From an optimization exercise on the open Yosys and OpenROAD flow, aimed at small area; shortcuts taken in it are not production practice.
Only simulation tests tie the RTL to the original design; equivalence was not proved.
Power and IR drop assume default switching activity.

==> try-amber: inputs <==
Design sdb_pulse_block, start of the top module:
module sdb_pulse_block (
    input  wire        clk,
    input  wire        rst,
    input  wire        cmd_valid,
    input  wire [63:0] cmd,
    output wire [31:0] status,
    output wire [31:0] result,
    output wire [31:0] fault,
    output wire        bus_valid,
    output wire [1:0]  bus_op,
    output wire [15:0] bus_addr,
    output wire [7:0]  bus_wdata,
    input  wire        bus_done,
    input  wire        bus_err,
    input  wire [7:0]  bus_rdata,
    output wire        dly_valid,
    output wire [31:0] dly_ms,
    input  wire        dly_done,
    output wire [39:0] duty,
    output wire [3:0]  brake
);
export LEC_CHECK = 0
export ABC_AREA = 1
export CAP_MARGIN = 0
export CORE_MARGIN = 2
export CORE_UTILIZATION = 40
export SLEW_MARGIN = 0
create_clock -name core_clock -period 50.0 [get_ports {clk}]
standard.sh (not shown) runs the stock make flow with config.mk's settings and CLKGATE_MAP_FILE= SYNTH_SCRIPT=/design/flow/synth_recipe.tcl, a recipe that flattens the netlist after the stock synthesis.
==> flow/flow/run.sh <==
#!/bin/bash
# Own layout flow: the standard flow (standard.sh), with one change in synthesis:
# the technology-mapping ABC call uses flow/area.abc (deeper AIG optimisation and
# area-oriented mapping) instead of ORFS's abc script. Everything else, including
# every register and its cell type, is exactly the standard synthesis.
# Clock tree synthesis runs without dummy loads, and the port buffers are buf_1.
set -euo pipefail
W=$(pwd)
F="$W/flow"
{
  head -n 1 "$W/synth_recipe.tcl"
  cat <<TCL
proc abc {args} {
  set i [lsearch -exact \$args -script]
  if {\$i >= 0} { set args [lreplace \$args [expr {\$i + 1}] [expr {\$i + 1}] $F/area.abc] }
  yosys abc {*}\$args
}
TCL
  tail -n +2 "$W/synth_recipe.tcl"
} > "$W/own_synth.tcl"
bash "$W/standard.sh" "SYNTH_SCRIPT=$W/own_synth.tcl" \
  "CTS_ARGS=-sink_clustering_enable -repair_clock_nets -buf_list {sky130_fd_sc_hd__clkbuf_4 sky130_fd_sc_hd__clkbuf_8} -sink_clustering_size 16 -sink_clustering_max_diameter 50 -dont_use_dummy_load" \
  "BUFFER_PORTS_ARGS=-buffer_cell sky130_fd_sc_hd__buf_1" \
  finish > "$W/standard_flow.log" 2>&1
==> flow/flow/area.abc <==
strash
ifraig
dc2
&get -n
&deepsyn -T 120
&put
dch -f
amap -m
topo
==> inputs of try-yarrow, as changes to try-amber <==
==> flow/flow/run.sh (replaced) <==
#!/bin/bash
# Own layout flow: the standard flow (standard.sh), with one change in synthesis:
# the technology-mapping ABC call uses flow/area.abc (deeper AIG optimisation and
# area-oriented mapping) instead of ORFS's abc script. Everything else, including
# every register and its cell type, is exactly the standard synthesis.
# Clock tree synthesis runs without dummy loads.
set -euo pipefail
W=$(pwd)
F="$W/flow"
{
  head -n 1 "$W/synth_recipe.tcl"
  cat <<TCL
proc abc {args} {
  set i [lsearch -exact \$args -script]
  if {\$i >= 0} { set args [lreplace \$args [expr {\$i + 1}] [expr {\$i + 1}] $F/area.abc] }
  yosys abc {*}\$args
}
TCL
  tail -n +2 "$W/synth_recipe.tcl"
} > "$W/own_synth.tcl"
bash "$W/standard.sh" "SYNTH_SCRIPT=$W/own_synth.tcl" \
  "CTS_ARGS=-sink_clustering_enable -repair_clock_nets -buf_list sky130_fd_sc_hd__clkbuf_8 -sink_clustering_size 18 -sink_clustering_max_diameter 70 -dont_use_dummy_load" \
  finish > "$W/standard_flow.log" 2>&1
==> flow/flow/area.abc (replaced) <==
strash
ifraig
dc2
&get -n
&deepsyn -T 60
&put
dch -f
amap -m
topo
- CAP_MARGIN: 0 -> 20
- CTS_BUF_LIST: default -> sky130_fd_sc_hd__clkbuf_8
- CTS_CLUSTER_DIAMETER: default -> 60
- CTS_CLUSTER_SIZE: default -> 20
- SLEW_MARGIN: 0 -> 20
==> inputs of try-zinc, as changes to try-amber <==
--- a/flow/flow/run.sh
+++ b/flow/flow/run.sh
@@ -19,6 +19,6 @@
   tail -n +2 "$W/synth_recipe.tcl"
 } > "$W/own_synth.tcl"
 bash "$W/standard.sh" "SYNTH_SCRIPT=$W/own_synth.tcl" \
-  "CTS_ARGS=-sink_clustering_enable -repair_clock_nets -buf_list {sky130_fd_sc_hd__clkbuf_4 sky130_fd_sc_hd__clkbuf_8} -sink_clustering_size 16 -sink_clustering_max_diameter 50 -dont_use_dummy_load" \
+  "CTS_ARGS=-sink_clustering_enable -repair_clock_nets -buf_list sky130_fd_sc_hd__clkbuf_8 -sink_clustering_size 20 -sink_clustering_max_diameter 60 -dont_use_dummy_load" \
   "BUFFER_PORTS_ARGS=-buffer_cell sky130_fd_sc_hd__buf_1" \
   finish > "$W/standard_flow.log" 2>&1
==> flow/flow/area.abc (replaced) <==
strash
ifraig
dc2
&get -n
&deepsyn -T 60
&put
dch -f
amap -m
topo
- CAP_MARGIN: 0 -> 20
- CTS_BUF_LIST: default -> sky130_fd_sc_hd__clkbuf_8
- CTS_CLUSTER_DIAMETER: default -> 60
- CTS_CLUSTER_SIZE: default -> 20
- SLEW_MARGIN: 0 -> 20
==> qor summary <==
                                                              try-yarrow       try-amber        try-zinc
Status                                                    finished clean  finished clean  finished clean
Final std cell area, no fill                                 14,800 um^2     13,400 um^2     13,300 um^2
Combinational power                                             0.121 mW        0.112 mW        0.115 mW
Power per cell area                                         29.6 nW/um^2    33.4 nW/um^2    32.8 nW/um^2
PnR Total Power                                                 0.438 mW        0.446 mW        0.436 mW
Multi-input gate area                                          5070 um^2       5030 um^2       5070 um^2
Relative slew slack                                                0.230           0.200           0.265
Cell total after placement                                         2,005           1,998           2,007
Multi-input gate count                                               920             906             920
Vias in the first global route                                    10,400          10,400          10,200
Launch point of the worst reg-to-reg path                          op[1]          pos[2]          pos[2]
Reg2Reg Depth                                                         36              42              37
Number of buffers added by the clock tree synthesis step              20              29              22
Category of the most critical setup path                      reg -> out       in -> reg      reg -> out
Global routing usage on met1                                       0.357           0.357           0.350
Total global-route track usage                                     0.260           0.257           0.249
Largest net degree at the start of global routing                     33              27              33
R2R Path End                                                       Q[16]            r[6]           Q[16]

==> raven <==
Another version of the RTL of sdb_pulse_block (not shown whole).
Settings: LEC_CHECK=0, ABC_AREA=1, CAP_MARGIN=20, CORE_MARGIN=2, CORE_UTILIZATION=40, CTS_BUF_LIST=sky130_fd_sc_hd__clkbuf_8, CTS_CLUSTER_DIAMETER=60, CTS_CLUSTER_SIZE=20, SLEW_MARGIN=20; clock period 50.0 ns.
==> flow/flow/run.sh <==
#!/bin/bash
# Own layout flow: the standard flow (standard.sh), with one change in synthesis:
# the technology-mapping ABC call uses flow/area.abc (deeper AIG optimisation and
# area-oriented mapping) instead of ORFS's abc script. Everything else, including
# every register and its cell type, is exactly the standard synthesis.
# Clock tree synthesis runs without dummy loads.
set -euo pipefail
W=$(pwd)
F="$W/flow"
{
  head -n 1 "$W/synth_recipe.tcl"
  cat <<TCL
proc abc {args} {
  set i [lsearch -exact \$args -script]
  if {\$i >= 0} { set args [lreplace \$args [expr {\$i + 1}] [expr {\$i + 1}] $F/area.abc] }
  yosys abc {*}\$args
}
TCL
  tail -n +2 "$W/synth_recipe.tcl"
} > "$W/own_synth.tcl"
bash "$W/standard.sh" "SYNTH_SCRIPT=$W/own_synth.tcl" \
  "CTS_ARGS=-sink_clustering_enable -repair_clock_nets -buf_list sky130_fd_sc_hd__clkbuf_8 -sink_clustering_size 16 -sink_clustering_max_diameter 50 -dont_use_dummy_load" \
  finish > "$W/standard_flow.log" 2>&1
==> flow/flow/area.abc <==
strash
ifraig
dc2
&get -n
&deepsyn -T 60
&put
dch -f
amap -m
topo
==> xenon (differences from raven) <==
--- a/flow/design.v
+++ b/flow/design.v
@@ -32,17 +32,17 @@
     reg [1:0]  tier, last;
     reg [3:0]  brk;
     reg [17:0] res;
     reg [9:0]  valL, valR;
     reg        hdL, hdR;
     reg [3:0]  op;
     reg        dir;
-    reg [1:0]  sel;
     reg [15:0] X;           
-    reg [15:0] L;           
+    reg [11:0] L;           
+    wire [1:0] sel = L[9:8];
     reg [6:0]  ic;          
     reg [3:0]  state;
     reg [17:0] Q;           
     reg [6:0]  r;           
     reg [3:0]  pos;
     reg        clr;
     reg [7:0]  ring [0:15];
@@ -72,14 +72,15 @@
             default:             legal = 1'b0;
         endcase
         legal = legal & zhi;
     end
     wire [15:0] cA = cmd[47:32];
     wire [3:0]  cA_ch = cA[15] ? 4'd0 : (|cA[14:4]) ? 4'd15 : cA[3:0];
     wire        c_chop = (c_op == 5'h02) | (c_op == 5'h03) | (c_op == 5'h09);
+    wire        c_zd    = (c_op == 5'h0A) | (c_op == 5'h10);
     wire        c_servo = (c_op == 5'h09) | (c_op == 5'h0A) | (c_op == 5'h0B) | (c_op == 5'h0C);
     wire o_enc   = (op == C_ENCODE);
     wire o_setof = (op == C_SET_OFFSET);
     wire o_get   = (op == C_GET_OFFSET);
     wire o_pers  = (op == C_PERSIST);
     wire o_rest  = (op == C_RESTORE);
     wire o_user  = (op == C_USER_READ) | (op == C_USER_WRITE);
@@ -189,15 +190,15 @@
             S_MW:    begin badr = mem_addr; bwd = L[7:0]; end
             default: ;
         endcase
     end
     wire bv = state[3] & ~(state[2] & state[1]);
     wire [1:0] bop = state[2] ? 2'd0 : state[1:0];
     wire dv = state[2] & state[1] & (state[3] | state[0]);
-    wire [31:0] dms = state[3] ? 32'd5 : {Q[15:0], L};
+    wire [31:0] dms = state[3] ? 32'd5 : {Q[15:0], brk, L};    
     assign bus_valid = busy & bv;
     assign bus_op    = bus_valid ? bop  : 2'd0;
     assign bus_addr  = bus_valid ? badr : 16'd0;
     assign bus_wdata = bus_valid ? bwd  : 8'd0;
     assign dly_valid = busy & dv;
     assign dly_ms    = dly_valid ? dms : 32'd0;
     wire [1:0] fkind = (bop == 2'd0) ? 2'd1 : (bop == 2'd3) ? 2'd3 : 2'd2;
@@ -210,14 +211,15 @@
     wire wen = busy & (state == S_WR) & at_tgt;
     wire [7:0] ring_in = wen ? L[7:0] : hl;
     integer i;
     always @(posedge clk) begin
         for (i = 0; i < 15; i = i + 1) ring[i] <= ring[i + 1];
         ring[15] <= ring_in;
     end
+    always @(posedge clk) r <= (state == S_CINIT) ? r_init : rn;
     always @(posedge clk) begin
         if (rst) begin
             pos <= 4'd0;
             clr <= 1'b1;
         end else begin
             pos <= pos + 4'd1;
             if (busy & (state == S_CLEAR) & at15) clr <= 1'b1;
@@ -250,20 +252,20 @@
                 if (flt) begin
                     res <= 18'd0; last <= 2'd3;
                 end else if (!legal) begin
                     res <= 18'd0; last <= 2'd1;
                 end else if (c_op == 5'h0F) begin
                     brk <= {4{c_dir}}; res <= 18'd0; last <= 2'd0;
                 end else begin
+                    if (c_op == 5'h0E) brk <= cmd[15:12];
                     busy <= 1'b1;
                     op   <= c_op[3:0];
                     dir  <= c_dir;
-                    sel  <= c_sel;
                     X    <= (c_op == 5'h09) ? cmd[31:16] : cA;
-                    L    <= {cmd[15:12], cmd[11:8] | (c_chop ? cA_ch : 4'd0), cmd[7:0]};
+                    L    <= {cmd[11:10], cmd[9:8] | (c_zd ? c_sel : 2'd0), cmd[7:0]} | {c_chop ? cA_ch : 4'd0, 8'd0};
                     Q[15:0] <= cmd[31:16];
                     ic   <= {5'd0, {2{c_servo & ~rdy}}};
                     case (c_op)
                         5'h01, 5'h0D, 5'h10: state <= S_CINIT;
                         5'h02:               state <= S_WR;
                         5'h03, 5'h05:        state <= S_RD;
                         5'h04:               state <= S_CLEAR;
@@ -274,20 +276,18 @@
                     endcase
                 end
             end
         end else begin
             case (state)
                 S_CINIT: begin
                     Q <= q_init;
-                    r <= r_init;
                     if (aligned) state <= S_CALC;
                 end
                 S_CALC: begin
                     Q <= q_step;
-                    r <= rn;
                     if (aligned) state <= md_e ? S_FIN : md_d ? S_D_APP : S_SV_LO;
                 end
                 S_FIN: finish(o_enc ? Q : {{10{L[7]}}, L[7:0]});
                 S_RD: if (at_tgt) begin
                     L[7:0] <= hl;
                     state <= o_get ? S_FIN : o_pers ? S_MW : S_CINIT;
                 end
==> flow/flow/run.sh (replaced) <==
#!/bin/bash
# Own layout flow: the standard flow (standard.sh), with one change in synthesis:
# the technology-mapping ABC call uses flow/area.abc (deeper AIG optimisation and
# area-oriented mapping) instead of ORFS's abc script. Everything else, including
# every register and its cell type, is exactly the standard synthesis.
# Clock tree synthesis runs without dummy loads, and the port buffers are buf_1.
set -euo pipefail
W=$(pwd)
F="$W/flow"
{
  head -n 1 "$W/synth_recipe.tcl"
  cat <<TCL
proc abc {args} {
  set i [lsearch -exact \$args -script]
  if {\$i >= 0} { set args [lreplace \$args [expr {\$i + 1}] [expr {\$i + 1}] $F/area.abc] }
  yosys abc {*}\$args
}
TCL
  tail -n +2 "$W/synth_recipe.tcl"
} > "$W/own_synth.tcl"
bash "$W/standard.sh" "SYNTH_SCRIPT=$W/own_synth.tcl" \
  "CTS_ARGS=-sink_clustering_enable -repair_clock_nets -buf_list sky130_fd_sc_hd__clkbuf_8 -sink_clustering_size 20 -sink_clustering_max_diameter 60 -dont_use_dummy_load" \
  "BUFFER_PORTS_ARGS=-buffer_cell sky130_fd_sc_hd__buf_1" \
  finish > "$W/standard_flow.log" 2>&1
==> flow/flow/area.abc (replaced) <==
strash
ifraig
dc2
&get -n
&deepsyn -T 120
&put
dch -f
amap -m
topo
Settings changed: CAP_MARGIN 20 to 0, CTS_BUF_LIST sky130_fd_sc_hd__clkbuf_8 to default, CTS_CLUSTER_DIAMETER 60 to default, CTS_CLUSTER_SIZE 20 to default, SLEW_MARGIN 20 to 0.
==> lagoon (differences from raven) <==
--- a/flow/design.v
+++ b/flow/design.v
@@ -32,17 +32,17 @@
     reg [1:0]  tier, last;
     reg [3:0]  brk;
     reg [17:0] res;
     reg [9:0]  valL, valR;
     reg        hdL, hdR;
     reg [3:0]  op;
     reg        dir;
-    reg [1:0]  sel;
     reg [15:0] X;           
-    reg [15:0] L;           
+    reg [11:0] L;           
+    wire [1:0] sel = L[9:8];
     reg [6:0]  ic;          
     reg [3:0]  state;
     reg [17:0] Q;           
     reg [6:0]  r;           
     reg [3:0]  pos;
     reg        clr;
     reg [7:0]  ring [0:15];
@@ -72,14 +72,15 @@
             default:             legal = 1'b0;
         endcase
         legal = legal & zhi;
     end
     wire [15:0] cA = cmd[47:32];
     wire [3:0]  cA_ch = cA[15] ? 4'd0 : (|cA[14:4]) ? 4'd15 : cA[3:0];
     wire        c_chop = (c_op == 5'h02) | (c_op == 5'h03) | (c_op == 5'h09);
+    wire        c_zd    = (c_op == 5'h0A) | (c_op == 5'h10);
     wire        c_servo = (c_op == 5'h09) | (c_op == 5'h0A) | (c_op == 5'h0B) | (c_op == 5'h0C);
     wire o_enc   = (op == C_ENCODE);
     wire o_setof = (op == C_SET_OFFSET);
     wire o_get   = (op == C_GET_OFFSET);
     wire o_pers  = (op == C_PERSIST);
     wire o_rest  = (op == C_RESTORE);
     wire o_user  = (op == C_USER_READ) | (op == C_USER_WRITE);
@@ -189,15 +190,15 @@
             S_MW:    begin badr = mem_addr; bwd = L[7:0]; end
             default: ;
         endcase
     end
     wire bv = state[3] & ~(state[2] & state[1]);
     wire [1:0] bop = state[2] ? 2'd0 : state[1:0];
     wire dv = state[2] & state[1] & (state[3] | state[0]);
-    wire [31:0] dms = state[3] ? 32'd5 : {Q[15:0], L};
+    wire [31:0] dms = state[3] ? 32'd5 : {Q[15:0], brk, L};    
     assign bus_valid = busy & bv;
     assign bus_op    = bus_valid ? bop  : 2'd0;
     assign bus_addr  = bus_valid ? badr : 16'd0;
     assign bus_wdata = bus_valid ? bwd  : 8'd0;
     assign dly_valid = busy & dv;
     assign dly_ms    = dly_valid ? dms : 32'd0;
     wire [1:0] fkind = (bop == 2'd0) ? 2'd1 : (bop == 2'd3) ? 2'd3 : 2'd2;
@@ -210,14 +211,15 @@
     wire wen = busy & (state == S_WR) & at_tgt;
     wire [7:0] ring_in = wen ? L[7:0] : hl;
     integer i;
     always @(posedge clk) begin
         for (i = 0; i < 15; i = i + 1) ring[i] <= ring[i + 1];
         ring[15] <= ring_in;
     end
+    always @(posedge clk) r <= (state == S_CINIT) ? r_init : rn;
     always @(posedge clk) begin
         if (rst) begin
             pos <= 4'd0;
             clr <= 1'b1;
         end else begin
             pos <= pos + 4'd1;
             if (busy & (state == S_CLEAR) & at15) clr <= 1'b1;
@@ -250,20 +252,20 @@
                 if (flt) begin
                     res <= 18'd0; last <= 2'd3;
                 end else if (!legal) begin
                     res <= 18'd0; last <= 2'd1;
                 end else if (c_op == 5'h0F) begin
                     brk <= {4{c_dir}}; res <= 18'd0; last <= 2'd0;
                 end else begin
+                    if (c_op == 5'h0E) brk <= cmd[15:12];
                     busy <= 1'b1;
                     op   <= c_op[3:0];
                     dir  <= c_dir;
-                    sel  <= c_sel;
                     X    <= (c_op == 5'h09) ? cmd[31:16] : cA;
-                    L    <= {cmd[15:12], cmd[11:8] | (c_chop ? cA_ch : 4'd0), cmd[7:0]};
+                    L    <= {cmd[11:10], cmd[9:8] | (c_zd ? c_sel : 2'd0), cmd[7:0]} | {c_chop ? cA_ch : 4'd0, 8'd0};
                     Q[15:0] <= cmd[31:16];
                     ic   <= {5'd0, {2{c_servo & ~rdy}}};
                     case (c_op)
                         5'h01, 5'h0D, 5'h10: state <= S_CINIT;
                         5'h02:               state <= S_WR;
                         5'h03, 5'h05:        state <= S_RD;
                         5'h04:               state <= S_CLEAR;
@@ -274,20 +276,18 @@
                     endcase
                 end
             end
         end else begin
             case (state)
                 S_CINIT: begin
                     Q <= q_init;
-                    r <= r_init;
                     if (aligned) state <= S_CALC;
                 end
                 S_CALC: begin
                     Q <= q_step;
-                    r <= rn;
                     if (aligned) state <= md_e ? S_FIN : md_d ? S_D_APP : S_SV_LO;
                 end
                 S_FIN: finish(o_enc ? Q : {{10{L[7]}}, L[7:0]});
                 S_RD: if (at_tgt) begin
                     L[7:0] <= hl;
                     state <= o_get ? S_FIN : o_pers ? S_MW : S_CINIT;
                 end
--- a/flow/flow/run.sh
+++ b/flow/flow/run.sh
@@ -15,9 +15,9 @@
   if {\$i >= 0} { set args [lreplace \$args [expr {\$i + 1}] [expr {\$i + 1}] $F/area.abc] }
   yosys abc {*}\$args
 }
 TCL
   tail -n +2 "$W/synth_recipe.tcl"
 } > "$W/own_synth.tcl"
 bash "$W/standard.sh" "SYNTH_SCRIPT=$W/own_synth.tcl" \
-  "CTS_ARGS=-sink_clustering_enable -repair_clock_nets -buf_list sky130_fd_sc_hd__clkbuf_8 -sink_clustering_size 16 -sink_clustering_max_diameter 50 -dont_use_dummy_load" \
+  "CTS_ARGS=-sink_clustering_enable -repair_clock_nets -buf_list sky130_fd_sc_hd__clkbuf_8 -sink_clustering_size 20 -sink_clustering_max_diameter 60 -dont_use_dummy_load" \
   finish > "$W/standard_flow.log" 2>&1
==> violet (differences from raven) <==
--- a/flow/design.v
+++ b/flow/design.v
@@ -32,17 +32,17 @@
     reg [1:0]  tier, last;
     reg [3:0]  brk;
     reg [17:0] res;
     reg [9:0]  valL, valR;
     reg        hdL, hdR;
     reg [3:0]  op;
     reg        dir;
-    reg [1:0]  sel;
     reg [15:0] X;           
-    reg [15:0] L;           
+    reg [11:0] L;           
+    wire [1:0] sel = L[9:8];
     reg [6:0]  ic;          
     reg [3:0]  state;
     reg [17:0] Q;           
     reg [6:0]  r;           
     reg [3:0]  pos;
     reg        clr;
     reg [7:0]  ring [0:15];
@@ -72,14 +72,15 @@
             default:             legal = 1'b0;
         endcase
         legal = legal & zhi;
     end
     wire [15:0] cA = cmd[47:32];
     wire [3:0]  cA_ch = cA[15] ? 4'd0 : (|cA[14:4]) ? 4'd15 : cA[3:0];
     wire        c_chop = (c_op == 5'h02) | (c_op == 5'h03) | (c_op == 5'h09);
+    wire        c_zd    = (c_op == 5'h0A) | (c_op == 5'h10);
     wire        c_servo = (c_op == 5'h09) | (c_op == 5'h0A) | (c_op == 5'h0B) | (c_op == 5'h0C);
     wire o_enc   = (op == C_ENCODE);
     wire o_setof = (op == C_SET_OFFSET);
     wire o_get   = (op == C_GET_OFFSET);
     wire o_pers  = (op == C_PERSIST);
     wire o_rest  = (op == C_RESTORE);
     wire o_user  = (op == C_USER_READ) | (op == C_USER_WRITE);
@@ -189,15 +190,15 @@
             S_MW:    begin badr = mem_addr; bwd = L[7:0]; end
             default: ;
         endcase
     end
     wire bv = state[3] & ~(state[2] & state[1]);
     wire [1:0] bop = state[2] ? 2'd0 : state[1:0];
     wire dv = state[2] & state[1] & (state[3] | state[0]);
-    wire [31:0] dms = state[3] ? 32'd5 : {Q[15:0], L};
+    wire [31:0] dms = state[3] ? 32'd5 : {Q[15:0], brk, L};    
     assign bus_valid = busy & bv;
     assign bus_op    = bus_valid ? bop  : 2'd0;
     assign bus_addr  = bus_valid ? badr : 16'd0;
     assign bus_wdata = bus_valid ? bwd  : 8'd0;
     assign dly_valid = busy & dv;
     assign dly_ms    = dly_valid ? dms : 32'd0;
     wire [1:0] fkind = (bop == 2'd0) ? 2'd1 : (bop == 2'd3) ? 2'd3 : 2'd2;
@@ -210,14 +211,15 @@
     wire wen = busy & (state == S_WR) & at_tgt;
     wire [7:0] ring_in = wen ? L[7:0] : hl;
     integer i;
     always @(posedge clk) begin
         for (i = 0; i < 15; i = i + 1) ring[i] <= ring[i + 1];
         ring[15] <= ring_in;
     end
+    always @(posedge clk) r <= (state == S_CINIT) ? r_init : rn;
     always @(posedge clk) begin
         if (rst) begin
             pos <= 4'd0;
             clr <= 1'b1;
         end else begin
             pos <= pos + 4'd1;
             if (busy & (state == S_CLEAR) & at15) clr <= 1'b1;
@@ -250,20 +252,20 @@
                 if (flt) begin
                     res <= 18'd0; last <= 2'd3;
                 end else if (!legal) begin
                     res <= 18'd0; last <= 2'd1;
                 end else if (c_op == 5'h0F) begin
                     brk <= {4{c_dir}}; res <= 18'd0; last <= 2'd0;
                 end else begin
+                    if (c_op == 5'h0E) brk <= cmd[15:12];
                     busy <= 1'b1;
                     op   <= c_op[3:0];
                     dir  <= c_dir;
-                    sel  <= c_sel;
                     X    <= (c_op == 5'h09) ? cmd[31:16] : cA;
-                    L    <= {cmd[15:12], cmd[11:8] | (c_chop ? cA_ch : 4'd0), cmd[7:0]};
+                    L    <= {cmd[11:10], cmd[9:8] | (c_zd ? c_sel : 2'd0), cmd[7:0]} | {c_chop ? cA_ch : 4'd0, 8'd0};
                     Q[15:0] <= cmd[31:16];
                     ic   <= {5'd0, {2{c_servo & ~rdy}}};
                     case (c_op)
                         5'h01, 5'h0D, 5'h10: state <= S_CINIT;
                         5'h02:               state <= S_WR;
                         5'h03, 5'h05:        state <= S_RD;
                         5'h04:               state <= S_CLEAR;
@@ -274,20 +276,18 @@
                     endcase
                 end
             end
         end else begin
             case (state)
                 S_CINIT: begin
                     Q <= q_init;
-                    r <= r_init;
                     if (aligned) state <= S_CALC;
                 end
                 S_CALC: begin
                     Q <= q_step;
-                    r <= rn;
                     if (aligned) state <= md_e ? S_FIN : md_d ? S_D_APP : S_SV_LO;
                 end
                 S_FIN: finish(o_enc ? Q : {{10{L[7]}}, L[7:0]});
                 S_RD: if (at_tgt) begin
                     L[7:0] <= hl;
                     state <= o_get ? S_FIN : o_pers ? S_MW : S_CINIT;
                 end
==> flow/flow/run.sh (replaced) <==
#!/bin/bash
# Own layout flow: the standard flow (standard.sh), with one change in synthesis:
# the technology-mapping ABC call uses flow/area.abc (deeper AIG optimisation and
# area-oriented mapping) instead of ORFS's abc script. Everything else, including
# every register and its cell type, is exactly the standard synthesis.
# Clock tree synthesis runs without dummy loads, and the port buffers are buf_1.
set -euo pipefail
W=$(pwd)
F="$W/flow"
{
  head -n 1 "$W/synth_recipe.tcl"
  cat <<TCL
proc abc {args} {
  set i [lsearch -exact \$args -script]
  if {\$i >= 0} { set args [lreplace \$args [expr {\$i + 1}] [expr {\$i + 1}] $F/area.abc] }
  yosys abc {*}\$args
}
TCL
  tail -n +2 "$W/synth_recipe.tcl"
} > "$W/own_synth.tcl"
bash "$W/standard.sh" "SYNTH_SCRIPT=$W/own_synth.tcl" \
  "CTS_ARGS=-sink_clustering_enable -repair_clock_nets -buf_list sky130_fd_sc_hd__clkbuf_8 -sink_clustering_size 18 -sink_clustering_max_diameter 70 -dont_use_dummy_load" \
  "BUFFER_PORTS_ARGS=-buffer_cell sky130_fd_sc_hd__buf_1" \
  finish > "$W/standard_flow.log" 2>&1
==> comparison table <==
metric                                                                      xenon                raven               violet               lagoon
Outcome                                                            finished clean       finished clean       finished clean       finished clean
Total of flip-flops plus latches after synthesis                              253                  256                  253                  253
Timing-limited maximum frequency                                         67.5 MHz             68.6 MHz             70.9 MHz             68.1 MHz
Via count of the first global-routing pass                                  10266                10412                10188                10400
Register Area                                                            5710 um2             5900 um2             5710 um2             5710 um2
Data required time at the worst endpoint                                 50.14 ns             50.16 ns             40.00 ns             40.00 ns
Peak VDD IR                                                               16.8 uV              23.4 uV              16.8 uV              19.7 uV
Logic depth of the worst register-to-register path                             42                   38                   37                   37
Clock-cell share                                                           0.0248               0.0238               0.0197               0.0195
Post-Synth Simple-Gate Area                                                 0.169                0.188                0.185                0.185
Pre-Repair DR Iteration Count                                                   5                    5                    5                    8
Synth-to-Final Area Change                                                  13.2%                26.2%                12.8%                26.0%
LEAKAGE                                                                   4.57 nW              5.27 nW              4.59 nW              5.18 nW
Tapcell count                                                                 384                  390                  384                  384
Initial core utilization                                                    0.408                0.405                0.408                0.408
GR Layer Usage met2                                                         0.409                0.429                0.400                0.416
Via count                                                                   11119                11174                11092                11024
Crit. path cell count                                                          15                   13                    9                   14
Wirelength, routed                                                       40400 um             41300 um             39200 um             40800 um
Comb pwr share                                                              0.258                0.181                0.268                0.275
Maximum number of pins on one net before global-route repair                   27                   32                   33                   33
Launch point of the worst hold path                           ring[14][1]$_DFF_P_  ring[13][3]$_DFF_P_  ring[13][4]$_DFF_P_  ring[10][2]$_DFF_P_

separate check: timing with driven ports:
Ports are ideal in the flow. The routed layouts listed here were re-timed in OpenROAD. Step 1, drivers: a clkbuf_16 drives clk and a buf_2 each remaining input, both assumed. Step 2 adds t to the input delays and takes it off the output delays; t is the mean of the earliest and latest rising clock arrival at the registers after step 1. Input paths then give back, and output paths get back, about the clock's delay inside the block. Three values: ideal ports, drivers, drivers and shift; two values: the first two.
| run | t (ns) | setup WS [ns] | hold WS [ns] |
|---|---|---|---|
| try-amber | 0.609 | 35.145 / 35.149 / 34.541 | 0.295 / 0.295 / 0.295 |
| try-yarrow | 0.556 | 35.270 / 35.223 / 35.091 | 0.322 / 0.322 / 0.322 |
| try-zinc | 0.578 | 35.836 / 35.793 / 35.471 | 0.283 / 0.283 / 0.283 |
| raven | 0.595 | 35.416 / 35.432 / 34.837 | 0.305 / 0.305 / 0.305 |
| xenon | 0.583 | 35.184 / 35.184 / 34.601 | 0.286 / 0.286 / 0.286 |
| lagoon | 0.564 | 35.314 / 35.273 / 35.090 | 0.331 / 0.331 / 0.331 |
| violet | 0.556 | 35.895 / 35.851 / 35.451 | 0.295 / 0.295 / 0.295 |
After both steps every run listed still meets setup and hold. For try-amber, which loses most, drivers alone change the setup slack by +0.004 ns; drivers and shift together by -0.604 ns.
